What follows belongs to an exercise in optimizing a design on an open flow for small area, a short achievable clock period and few clock cycles; a production flow would make more cautious choices.
RTL that was checked went through simulation tests only; none was proved equivalent to the original.

==> v6: inputs <==
Design bunny24_cipher, start of the top module:
module bunny24_cipher (
  input         clk,
  input         rst,         
  input         key_valid,
  input  [23:0] key_in,
  output        key_ready,
  input         in_valid,
  input  [1:0]  in_mode,
  input  [23:0] in_data,
  output        in_ready,
  output        out_valid,
  output [23:0] out_data,
  input         out_ready
);
==> flow/config.mk <==
export PLATFORM = sky130hd
export DESIGN_NAME = bunny24_cipher
export DESIGN_NICKNAME = bunny24_cipher
export VERILOG_FILES = /design/flow/design.v
export SDC_FILE = /design/flow/constraint.sdc
export NUM_CORES = 4
export LEC_CHECK = 0
export CAP_MARGIN = 20
export CORE_MARGIN = 2
export CORE_UTILIZATION = 40
export SETUP_SLACK_MARGIN = 5
export SLEW_MARGIN = 20
==> flow/constraint.sdc <==
create_clock -name core_clock -period 8.0 [get_ports {clk}]
set_input_delay 1.6000 -clock core_clock [delete_from_list [all_inputs] [get_ports {clk}]]
set_output_delay 1.6000 -clock core_clock [all_outputs]
set_load 0.01 [all_outputs]
run.sh (not shown) runs the stock make flow with config.mk's settings and CLKGATE_MAP_FILE= SYNTH_SCRIPT=/design/flow/synth_recipe.tcl, a recipe that flattens the netlist after the stock synthesis.
==> v32: changes against v6 <==
--- a/flow/design.v
+++ b/flow/design.v
@@ -184,17 +184,14 @@
   input  [1:0]  in_mode,
   input  [23:0] in_data,
   output        in_ready,
   output        out_valid,
   output [23:0] out_data,
   input         out_ready
 );
-  reg [23:0] in_q;               
-  reg [1:0]  mode_q;
-  reg        fire_q;             
   reg        kfire_q;            
   reg        have_key;
   reg        kexp;               
   reg        kinit;              
   reg [4:0]  kcnt;               
   reg [23:0] key_reg;            
   reg [23:0] rk [0:15];          
@@ -213,87 +210,79 @@
   bunny24_sfwd u_sf (.in(a), .out(sf));
   bunny24_minv u_mi (.in(a), .out(mi));
   bunny24_mfwd u_mf (.in(b), .out(mf));
   bunny24_sinv u_si (.in(b), .out(si));
   wire [23:0] h1     = adec ? mi : sf;
   wire [23:0] kround = bred ? key_reg : rk[bkidx];
   wire [23:0] nxt    = (bdec ? si : mf) ^ kround;
+  wire        alast  = av & (adec ? (akidx == 4'd0) : (akidx == 4'd15));
   wire        blast  = bv & (bdec ? (bkidx == 4'd0) : (bkidx == 4'd15));
   wire        bcont  = bv & ~blast;
   wire [3:0]  bkidx_n = bdec ? bkidx - 4'd1 : bkidx + 4'd1;
-  wire [23:0] wkey = mode_q[1] ? key_reg : (mode_q[0] ? rk[15] : rk[0]);
+  wire [23:0] wkey = in_mode[1] ? key_reg : (in_mode[0] ? rk[15] : rk[0]);
   wire        fire_in  = in_valid & in_ready_r;
   wire        fire_key = key_valid & key_ready_r;
   wire        deliver  = ov & out_ready;
   wire        ofree    = ~ov | out_ready;
   wire [5:0]  w7   = sf[5:0] ^ a[23:18];
   wire [47:0] win0 = {a, sf[23:18] ^ a[17:12], sf[17:12] ^ a[11:6],
                       sf[11:6] ^ a[5:0], w7};
-  wire [5:0]  g  = kcnt[0] ? sf[11:6] : (sf[17:12] ^ 6'h2A);
-  wire [5:0]  e0 = win[47:42] ^ g;
-  wire [5:0]  e1 = win[41:36] ^ e0;
-  wire [5:0]  e2 = win[35:30] ^ e1;
-  wire [5:0]  e3 = win[29:24] ^ e2;
-  wire [23:0] lanes  = {e0, e1, e2, e3};
+  wire [5:0]  x7r = {win[4:0], win[5]};
+  wire [5:0]  t1, t2;
+  bunny24_s1 u_ks1 (.v(x7r), .y(t1));
+  bunny24_s2 u_ks2 (.v(win[5:0]), .y(t2));
+  wire [5:0]  g  = kcnt[0] ? t2 : (t1 ^ 6'h2A);
+  wire [5:0]  n0 = win[47:42] ^ g;
+  wire [5:0]  n1 = win[41:36] ^ n0;
+  wire [5:0]  n2 = win[35:30] ^ n1;
+  wire [5:0]  n3 = win[29:24] ^ n2;
+  wire [23:0] lanes  = {n0, n1, n2, n3};
   wire        kchunk = kexp & ~kinit;
   wire        kdone  = kchunk & (kcnt == 5'd18);
   integer r, j, ip;
   always @(posedge clk) begin
     for (r = 0; r < 16; r = r + 1)
       for (j = 0; j < 4; j = j + 1) begin
         ip = 20 * (r / 5) + (r % 5) + 5 * j;
         if (kchunk && kcnt == ip / 4)
           rk[r][23 - 6 * j -: 6] <= lanes[23 - 6 * (ip % 4) -: 6];
       end
   end
   always @(posedge clk) begin
-    in_q   <= in_data;
-    mode_q <= in_mode;
+    if (fire_key)
+      key_reg <= key_in;
+    if (kinit)
+      win <= win0;
+    else
+      win <= {win[23:0], lanes};
+    kinit <= kfire_q;
+    if (kfire_q)
+      kcnt <= 5'd0;
+    else if (kchunk)
+      kcnt <= kcnt + 5'd1;
   end
   always @(posedge clk) begin
     b     <= h1;
     bdec  <= adec;
     bred  <= ared;
     bkidx <= akidx;
     btag  <= atag;
     if (bcont) begin
       a     <= nxt;
       adec  <= bdec;
       ared  <= bred;
       akidx <= bkidx_n;
       atag  <= btag;
-    end else if (fire_q) begin
-      a     <= in_q ^ wkey;
-      adec  <= mode_q[0];
-      ared  <= mode_q[1];
-      akidx <= (mode_q[1] ^ mode_q[0]) ? 4'd14 : 4'd1;
-      atag  <= itag;
     end else begin
-      adec <= 1'b0;
-      if (kfire_q) begin
-        a <= key_reg;
-      end else if (kinit) begin
-        a[17:12] <= {w7[4:0], w7[5]};
-        a[11:6]  <= w7;
-      end else begin
-        a[17:12] <= {e3[4:0], e3[5]};
-        a[11:6]  <= e3;
-      end
+      a     <= kfire_q ? key_reg : (in_data ^ wkey);
+      adec  <= in_mode[0];
+      ared  <= in_mode[1];
+      akidx <= (in_mode[1] ^ in_mode[0]) ? 4'd14 : 4'd1;
+      atag  <= itag;
     end
-    if (fire_key)
-      key_reg <= key_in;
-    if (kinit)
-      win <= win0;
-    else
-      win <= {win[23:0], lanes};
-    kinit <= kfire_q;
-    if (kfire_q)
-      kcnt <= 5'd0;
-    else if (kchunk)
-      kcnt <= kcnt + 5'd1;
   end
   wire comp_o = blast & (btag == otag) & ofree;       
   wire comp_s = blast & ~comp_o;                      
   wire s0_o   = ~comp_o & sb0v & (sb0t == otag) & ofree;
   wire s1_o   = ~comp_o & ~s0_o & sb1v & (sb1t == otag) & ofree;
   always @(posedge clk) begin
     if (comp_o)
@@ -307,45 +296,39 @@
       sb0t <= btag;
     end
     if (comp_s & sb0v) begin
       sb1  <= nxt;
       sb1t <= btag;
     end
   end
-  wire av_n   = bcont | fire_q;
-  wire [3:0] akidx_n = bcont ? bkidx_n : ((mode_q[1] ^ mode_q[0]) ? 4'd14 : 4'd1);
-  wire adec_n = bcont ? bdec : mode_q[0];
-  wire alast_n = av_n & (adec_n ? (akidx_n == 4'd0) : (akidx_n == 4'd15));
-  wire alast  = av & (adec ? (akidx == 4'd0) : (akidx == 4'd15));
+  wire av_n   = bcont | fire_in;
   wire kexp_n = kfire_q | (kexp & ~kdone);
   wire [1:0] cnt_n = cnt + {1'b0, fire_in} - {1'b0, deliver};
   always @(posedge clk) begin
     if (rst) begin
-      fire_q      <= 1'b0;
       kfire_q     <= 1'b0;
       have_key    <= 1'b0;
       kexp        <= 1'b0;
       av          <= 1'b0;
       bv          <= 1'b0;
       ov          <= 1'b0;
       sb0v        <= 1'b0;
       sb1v        <= 1'b0;
       itag        <= 2'd0;
       otag        <= 2'd0;
       cnt         <= 2'd0;
       in_ready_r  <= 1'b0;
       key_ready_r <= 1'b1;
     end else begin
-      fire_q   <= fire_in;
       kfire_q  <= fire_key;
       have_key <= have_key | fire_key;
       kexp     <= kexp_n;
       av       <= av_n;
       bv       <= av;
-      if (fire_q)
+      if (fire_in)
         itag <= itag + 2'd1;
       if (comp_o | s0_o | s1_o) begin
         ov   <= 1'b1;
         otag <= otag + 2'd1;
       end else if (deliver)
         ov <= 1'b0;
       if (s0_o)
@@ -353,18 +336,17 @@
       else if (comp_s & ~sb0v)
         sb0v <= 1'b1;
       if (s1_o)
         sb1v <= 1'b0;
       else if (comp_s & sb0v)
         sb1v <= 1'b1;
       cnt <= cnt_n;
-      in_ready_r  <= (have_key | fire_key) & ~fire_key & ~kexp_n & ~kfire_q &
-                     (~av_n | alast_n) & (cnt_n != 2'd3);
-      key_ready_r <= ~fire_in & ~fire_q & ~kexp_n & ~kfire_q & ~av_n &
-                     (~av | alast);
+      in_ready_r  <= have_key & ~fire_key & ~kexp_n & ~kfire_q &
+                     (~av | alast) & (cnt_n != 2'd3);
+      key_ready_r <= ~fire_in & ~kexp_n & ~kfire_q & ~av_n & (~av | alast);
     end
   end
   assign key_ready = key_ready_r;
   assign in_ready  = in_ready_r;
   assign out_valid = ov;
   assign out_data  = obuf;
 endmodule
==> impl_metrics.yaml <==
run_status:
  status: "no timing/DRC/antenna violations"
grt:
  grt.total_usage: 0.251
  grt_use_met2: 0.378
die:
  fp.dieW_um: 297
Source of the figures above: v32

==> impl_metrics.yaml <==
grt:
  grt.total_usage: 0.266
  grt_use_met2: 0.422
die:
  fp.dieW_um: 296
run_status:
  status: "no timing/DRC/antenna violations"
placement:
  gp_congestion: 0.918
Source of the figures above: v6

Testbench counts of v6, summed over its fixed seeds: cycles 42,244.
The RTL of v32 was laid out without a check of its function.

========
==> job 800 <==
Another version of the RTL of bunny24_cipher (not shown whole).
==> flow/config.mk <==
export PLATFORM = sky130hd
export DESIGN_NAME = bunny24_cipher
export DESIGN_NICKNAME = bunny24_cipher
export VERILOG_FILES = /design/flow/design.v
export SDC_FILE = /design/flow/constraint.sdc
export NUM_CORES = 4
export LEC_CHECK = 0
export ABC_AREA = 1
export CAP_MARGIN = 20
export CORE_MARGIN = 2
export CORE_UTILIZATION = 40
export CTS_BUF_LIST = sky130_fd_sc_hd__clkbuf_4 sky130_fd_sc_hd__clkbuf_8
export SETUP_SLACK_MARGIN = 5
export SLEW_MARGIN = 20
==> flow/constraint.sdc <==
create_clock -name core_clock -period 8.0 [get_ports {clk}]
set_input_delay 1.6000 -clock core_clock [delete_from_list [all_inputs] [get_ports {clk}]]
set_output_delay 1.6000 -clock core_clock [all_outputs]
set_load 0.01 [all_outputs]
==> inputs of job 4819, as changes to job 800 <==
--- a/flow/design.v
+++ b/flow/design.v
@@ -183,18 +183,19 @@
   input         in_valid,
   input  [1:0]  in_mode,
   input  [23:0] in_data,
   output        in_ready,
   output        out_valid,
   output [23:0] out_data,
   input         out_ready
 );
-  localparam NP = 2;             
-  localparam NT = 6;             
+  localparam NP = 3;             
+  localparam NT = 8;             
+  localparam TW = 4;             
   reg        kfire_q;            
   reg        have_key;
   reg        kexp;               
   reg        kinit;              
   reg [4:0]  kcnt;               
   reg        kwr;                
   reg [4:0]  kcnt_d;             
   reg [23:0] key_reg;            
@@ -237,61 +238,75 @@
     kinit <= kfire_q;
     kwr    <= kchunk & ~rst;
     kcnt_d <= kcnt;
     if (kfire_q)
       kcnt <= 5'd0;
     else if (kchunk)
       kcnt <= kcnt + 5'd1;
   end
-  reg  [NP-1:0] ent;             
-  reg  [2:0]  itag;              
+  reg  [NP-1:0] ente, entd;      
+  reg  [TW-1:0] itag;            
   wire        fire_in = in_valid & in_ready_r;
   wire [23:0] win_blk = in_mode[1] ? (in_data ^ key_reg) :
                         (in_mode[0] ? (in_data ^ rk[15]) : (in_data ^ rk[0]));
   wire [NP-1:0] av_v, alast_v, av_n_v, blast_v;
-  wire [2:0]    btag_v [0:NP-1];
+  wire [TW-1:0] btag_v [0:NP-1];
   wire [23:0]   nxt_v  [0:NP-1];
   wire [23:0]   a_v    [0:NP-1];
   wire [23:0]   sf_v   [0:NP-1];
   genvar p;
   generate
     for (p = 0; p < NP; p = p + 1) begin : g_pipe
+      localparam ANY = (p == 0);
+      localparam DEC = (p == 2);
       reg [23:0] a, b;
       reg        av, adec, ared, bv, bdec, bred;
       reg [3:0]  akidx, bkidx;   
-      reg [2:0]  atag, btag;
-      wire [23:0] sf, mi, mf, si;
-      bunny24_sfwd u_sf (.in(a), .out(sf));
-      bunny24_minv u_mi (.in(a), .out(mi));
-      bunny24_mfwd u_mf (.in(b), .out(mf));
-      bunny24_sinv u_si (.in(b), .out(si));
-      wire [23:0] h1     = adec ? mi : sf;
+      reg [TW-1:0] atag, btag;
+      wire [23:0] h1, sf, h2;
+      if (ANY) begin : g_any
+        wire [23:0] mi, mf, si;
+        bunny24_sfwd u_sf (.in(a), .out(sf));
+        bunny24_minv u_mi (.in(a), .out(mi));
+        bunny24_mfwd u_mf (.in(b), .out(mf));
+        bunny24_sinv u_si (.in(b), .out(si));
+        assign h1 = adec ? mi : sf;
+        assign h2 = bdec ? si : mf;
+      end else if (DEC) begin : g_dec
+        bunny24_minv u_mi (.in(a), .out(h1));
+        bunny24_sinv u_si (.in(b), .out(h2));
+        assign sf = 24'd0;
+      end else begin : g_enc
+        bunny24_sfwd u_sf (.in(a), .out(h1));
+        bunny24_mfwd u_mf (.in(b), .out(h2));
+        assign sf = h1;
+      end
       wire [23:0] kround = bred ? key_reg : rk[bkidx];
-      wire [23:0] nxt    = (bdec ? si : mf) ^ kround;
-      wire        alast  = av & (adec ? (akidx == 4'd0) : (akidx == 4'd15));
-      wire        blast  = bv & (bdec ? (bkidx == 4'd0) : (bkidx == 4'd15));
+      wire [23:0] nxt    = h2 ^ kround;
+      wire        alast  = av & (akidx == (adec ? 4'd0 : 4'd15));
+      wire        blast  = bv & (bkidx == (bdec ? 4'd0 : 4'd15));
       wire        bcont  = bv & ~blast;
       wire [3:0]  bkidx_n = bdec ? bkidx - 4'd1 : bkidx + 4'd1;
-      wire        av_n   = bcont | (fire_in & ent[p]);
+      wire        av_n   = bcont | (fire_in & (in_mode[0] ? entd[p] : ente[p]));
       always @(posedge clk) begin
         b     <= h1;
-        bdec  <= adec;
+        bdec  <= ANY ? adec : DEC;
         bred  <= ared;
         bkidx <= akidx;
         btag  <= atag;
         if (bcont) begin
           a     <= nxt;
-          adec  <= bdec;
+          adec  <= ANY ? bdec : DEC;
           ared  <= bred;
           akidx <= bkidx_n;
           atag  <= btag;
         end else begin
           a     <= (p == 0 && kfire_q) ? key_reg : win_blk;
-          adec  <= in_mode[0];
+          adec  <= ANY ? in_mode[0] : DEC;
           ared  <= in_mode[1];
           akidx <= (in_mode[1] ^ in_mode[0]) ? 4'd14 : 4'd1;
           atag  <= itag;
         end
         if (rst) begin
           av <= 1'b0;
           bv <= 1'b0;
         end else begin
@@ -310,71 +325,76 @@
     end
   endgenerate
   assign a0  = a_v[0];
   assign sf0 = sf_v[0];
   reg [23:0] res [0:NT-1];
   reg [NT-1:0] resv;
   reg [23:0] obuf;
   reg        ov;
-  reg [2:0]  otag;               
-  reg [2:0]  cnt;                
+  reg [TW-1:0] otag;             
+  reg [TW-1:0] cnt;              
   wire deliver = ov & out_ready;
   wire ofree   = ~ov | out_ready;
   wire take    = resv[otag] & ofree;
   integer t, q;
   always @(posedge clk) begin
     if (take)
       obuf <= res[otag];
     for (t = 0; t < NT; t = t + 1)
       for (q = 0; q < NP; q = q + 1)
         if (blast_v[q] && btag_v[q] == t)
           res[t] <= nxt_v[q];
   end
   wire kexp_n = kfire_q | (kexp & ~kdone);
   wire kbusy_n = kexp_n | kchunk;          
   wire [4:0] kcnt_n = kfire_q ? 5'd0 : (kchunk ? kcnt + 5'd1 : kcnt);
   wire early_ok = in_valid & ~fire_in & (in_mode[1] | (~in_mode[0] & (kcnt_n >= 5'd5)));
-  wire [2:0] cnt_n = cnt + {2'b00, fire_in} - {2'b00, deliver};
+  wire [TW-1:0] cnt_n = cnt + fire_in - deliver;
   wire [NP-1:0] afree = ~av_v | alast_v;    
-  wire [NP-1:0] ent_n = afree & ~(afree - 1'b1);
+  wire [NP-1:0] ente_n = afree[1] ? 3'b010 : {2'b00, afree[0]};
+  wire [NP-1:0] entd_n = afree[2] ? 3'b100 : {2'b00, afree[0]};
+  wire free_e = afree[1] | afree[0], free_d = afree[2] | afree[0];
+  wire free_ok = (free_e & free_d) |
+                 (in_valid & ~fire_in & (in_mode[0] ? free_d : free_e));
   always @(posedge clk) begin
-    ent <= ent_n;
+    ente <= ente_n;
+    entd <= entd_n;
     if (rst) begin
       kfire_q     <= 1'b0;
       have_key    <= 1'b0;
       kexp        <= 1'b0;
       ov          <= 1'b0;
       resv        <= {NT{1'b0}};
-      itag        <= 3'd0;
-      otag        <= 3'd0;
-      cnt         <= 3'd0;
+      itag        <= 0;
+      otag        <= 0;
+      cnt         <= 0;
       in_ready_r  <= 1'b0;
       key_ready_r <= 1'b1;
     end else begin
       kfire_q  <= fire_key;
       have_key <= have_key | fire_key;
       kexp     <= kexp_n;
       if (fire_in)
-        itag <= (itag == NT - 1) ? 3'd0 : itag + 3'd1;
+        itag <= (itag == NT - 1) ? 0 : itag + 1'b1;
       if (take) begin
         ov   <= 1'b1;
-        otag <= (otag == NT - 1) ? 3'd0 : otag + 3'd1;
+        otag <= (otag == NT - 1) ? 0 : otag + 1'b1;
       end else if (deliver)
         ov <= 1'b0;
       for (t = 0; t < NT; t = t + 1)
         if (take && otag == t)
           resv[t] <= 1'b0;
         else
           for (q = 0; q < NP; q = q + 1)
             if (blast_v[q] && btag_v[q] == t)
               resv[t] <= 1'b1;
       cnt <= cnt_n;
       in_ready_r  <= have_key & ~fire_key & (~kbusy_n | early_ok) & ~kfire_q &
-                     (|afree) & (cnt_n != NT);
+                     free_ok & (cnt_n != NT);
       key_ready_r <= ~fire_in & ~kbusy_n & ~kfire_q & ~(|av_n_v) & (&afree);
     end
   end
   assign key_ready = key_ready_r;
   assign in_ready  = in_ready_r;
   assign out_valid = ov;
   assign out_data  = obuf;
 endmodule
--- a/flow/config.mk
+++ b/flow/config.mk
@@ -5,10 +5,10 @@
 export SDC_FILE = /design/flow/constraint.sdc
 export NUM_CORES = 4
 export LEC_CHECK = 0
 export ABC_AREA = 1
 export CAP_MARGIN = 20
 export CORE_MARGIN = 2
 export CORE_UTILIZATION = 40
 export CTS_BUF_LIST = sky130_fd_sc_hd__clkbuf_4 sky130_fd_sc_hd__clkbuf_8
-export SETUP_SLACK_MARGIN = 5
+export SETUP_SLACK_MARGIN = 4.9
 export SLEW_MARGIN = 20
==> inputs of job 4426, as changes to job 800 <==
--- a/flow/design.v
+++ b/flow/design.v
@@ -190,18 +190,16 @@
 );
   localparam NP = 2;             
   localparam NT = 6;             
   reg        kfire_q;            
   reg        have_key;
   reg        kexp;               
   reg        kinit;              
   reg [4:0]  kcnt;               
-  reg        kwr;                
-  reg [4:0]  kcnt_d;             
   reg [23:0] key_reg;            
   reg [23:0] rk [0:15];          
   reg [47:0] win;                
   reg         in_ready_r, key_ready_r;
   wire [23:0] a0, sf0;           
   wire [5:0]  w7   = sf0[5:0] ^ a0[23:18];
   wire [47:0] win0 = {a0, sf0[23:18] ^ a0[17:12], sf0[17:12] ^ a0[11:6],
                       sf0[11:6] ^ a0[5:0], w7};
@@ -217,41 +215,39 @@
   wire [23:0] lanes  = {n0, n1, n2, n3};
   wire        kchunk = kexp & ~kinit;
   wire        kdone  = kchunk & (kcnt == 5'd18);
   integer r, j, ip;
   always @(posedge clk) begin
     for (r = 0; r < 16; r = r + 1)
       for (j = 0; j < 4; j = j + 1) begin
         ip = 20 * (r / 5) + (r % 5) + 5 * j;
-        if (kwr && kcnt_d == ip / 4)
-          rk[r][23 - 6 * j -: 6] <= win[23 - 6 * (ip % 4) -: 6];
+        if (kchunk && kcnt == ip / 4)
+          rk[r][23 - 6 * j -: 6] <= lanes[23 - 6 * (ip % 4) -: 6];
       end
   end
   wire fire_key = key_valid & key_ready_r;
   always @(posedge clk) begin
     if (fire_key)
       key_reg <= key_in;
     if (kinit)
       win <= win0;
     else
       win <= {win[23:0], lanes};
     kinit <= kfire_q;
-    kwr    <= kchunk & ~rst;
-    kcnt_d <= kcnt;
     if (kfire_q)
       kcnt <= 5'd0;
     else if (kchunk)
       kcnt <= kcnt + 5'd1;
   end
   reg  [NP-1:0] ent;             
   reg  [2:0]  itag;              
   wire        fire_in = in_valid & in_ready_r;
-  wire [23:0] win_blk = in_mode[1] ? (in_data ^ key_reg) :
-                        (in_mode[0] ? (in_data ^ rk[15]) : (in_data ^ rk[0]));
+  wire [23:0] wkey    = in_mode[1] ? key_reg : (in_mode[0] ? rk[15] : rk[0]);
+  wire [23:0] win_blk = in_data ^ wkey;
   wire [NP-1:0] av_v, alast_v, av_n_v, blast_v;
   wire [2:0]    btag_v [0:NP-1];
   wire [23:0]   nxt_v  [0:NP-1];
   wire [23:0]   a_v    [0:NP-1];
   wire [23:0]   sf_v   [0:NP-1];
   genvar p;
   generate
     for (p = 0; p < NP; p = p + 1) begin : g_pipe
@@ -325,19 +321,18 @@
     if (take)
       obuf <= res[otag];
     for (t = 0; t < NT; t = t + 1)
       for (q = 0; q < NP; q = q + 1)
         if (blast_v[q] && btag_v[q] == t)
           res[t] <= nxt_v[q];
   end
   wire kexp_n = kfire_q | (kexp & ~kdone);
-  wire kbusy_n = kexp_n | kchunk;          
   wire [4:0] kcnt_n = kfire_q ? 5'd0 : (kchunk ? kcnt + 5'd1 : kcnt);
-  wire early_ok = in_valid & ~fire_in & (in_mode[1] | (~in_mode[0] & (kcnt_n >= 5'd5)));
+  wire early_ok = in_valid & ~fire_in & (in_mode[1] | (~in_mode[0] & (kcnt_n >= 5'd4)));
   wire [2:0] cnt_n = cnt + {2'b00, fire_in} - {2'b00, deliver};
   wire [NP-1:0] afree = ~av_v | alast_v;    
   wire [NP-1:0] ent_n = afree & ~(afree - 1'b1);
   always @(posedge clk) begin
     ent <= ent_n;
     if (rst) begin
       kfire_q     <= 1'b0;
       have_key    <= 1'b0;
@@ -363,18 +358,18 @@
       for (t = 0; t < NT; t = t + 1)
         if (take && otag == t)
           resv[t] <= 1'b0;
         else
           for (q = 0; q < NP; q = q + 1)
             if (blast_v[q] && btag_v[q] == t)
               resv[t] <= 1'b1;
       cnt <= cnt_n;
-      in_ready_r  <= have_key & ~fire_key & (~kbusy_n | early_ok) & ~kfire_q &
+      in_ready_r  <= have_key & ~fire_key & (~kexp_n | early_ok) & ~kfire_q &
                      (|afree) & (cnt_n != NT);
-      key_ready_r <= ~fire_in & ~kbusy_n & ~kfire_q & ~(|av_n_v) & (&afree);
+      key_ready_r <= ~fire_in & ~kexp_n & ~kfire_q & ~(|av_n_v) & (&afree);
     end
   end
   assign key_ready = key_ready_r;
   assign in_ready  = in_ready_r;
   assign out_valid = ov;
   assign out_data  = obuf;
 endmodule
==> flow/config.mk (replaced) <==
export PLATFORM = sky130hd
export DESIGN_NAME = bunny24_cipher
export DESIGN_NICKNAME = bunny24_cipher
export VERILOG_FILES = /design/flow/design.v
export SDC_FILE = /design/flow/constraint.sdc
export NUM_CORES = 4
export LEC_CHECK = 0
export CAP_MARGIN = 20
export CORE_MARGIN = 2
export CORE_UTILIZATION = 40
export CTS_BUF_LIST = sky130_fd_sc_hd__clkbuf_4 sky130_fd_sc_hd__clkbuf_8
export SETUP_SLACK_MARGIN = 5
export SLEW_MARGIN = 20
==> summary.txt <==
- Tcrit/Tclk final: 39.0%
- Sequential share of cell area: 34.0%
- Status: no timing/DRC/antenna violations
- Post-cts sizing count: 518
- HP Start: g_pipe[0].atag[1]$_DFF_P_
- Crit path depth: 1
# the run above: job 4426

==> summary.txt <==
- Status: no timing/DRC/antenna violations
- Ant. Diodes: 2
- Met2 Wirelength: 100 mm
- HP Start: g_pipe[1].atag[2]$_DFF_P_
- Sequential share of cell area: 34.5%
- Tcrit/Tclk final: 38.0%
- Fmax achieved: 329 MHz
- Crit path depth: 12
- Met1 usage: 42.3%
- R2R Setup Slk: 4.96 ns
- Cts hold-fix bufs: 0
# the run above: job 800

==> summary.txt <==
- HP Start: g_pipe[0].atag[2]$_DFF_P_
- Sequential share of cell area: 32.9%
- Tcrit/Tclk final: 40.0%
- Status: no timing/DRC/antenna violations
- Crit path depth: 18
- Post-cts sizing count: 387
# the run above: job 4819

Testbench counts of job 800, summed over its fixed seeds: cycles 22,580.
Testbench counts of job 4819, summed over its fixed seeds: cycles 18,282.
Testbench counts of job 4426, summed over its fixed seeds: cycles 22,484.

==> static timing again, ports no longer ideal <==
The flow's constraints put no driver on any port. The routed layouts listed below were extracted and timed again, unchanged, in two steps. Step 1 (the two cells are an assumption about what drives the block):
set clk [get_ports {clk}]
set_driving_cell -lib_cell sky130_fd_sc_hd__clkbuf_16 $clk
set_driving_cell -lib_cell sky130_fd_sc_hd__buf_2 [delete_from_list [all_inputs] $clk]
Step 2 moves the port delays by t, midway between the first and last clock arrival at a register: inputs arrive t later, outputs are due t later. That takes back most of the time a late clock gives input paths. Slacks: ideal ports / drivers / drivers and shift; pairs: ideal ports / drivers.
run | shift t [ns] | setup WS [ns] | worst slew at a driven data input, ns
v6 | 0.699 | 4.809 / 4.809 / 4.352 | 0.06
v32 | 0.680 | 4.970 / 4.954 / 4.486 | 0.12
job 800 | 0.927 | 4.962 / 4.919 / 4.138 | 0.13
job 4819 | 1.011 | 4.798 / 4.792 / 3.941 | 0.20
job 4426 | 0.940 | 4.877 / 4.804 / 4.099 | 0.06
After both steps every run listed still meets setup and hold. For job 4819, which loses most, drivers alone change the setup slack by -0.006 ns; drivers and shift together by -0.857 ns.
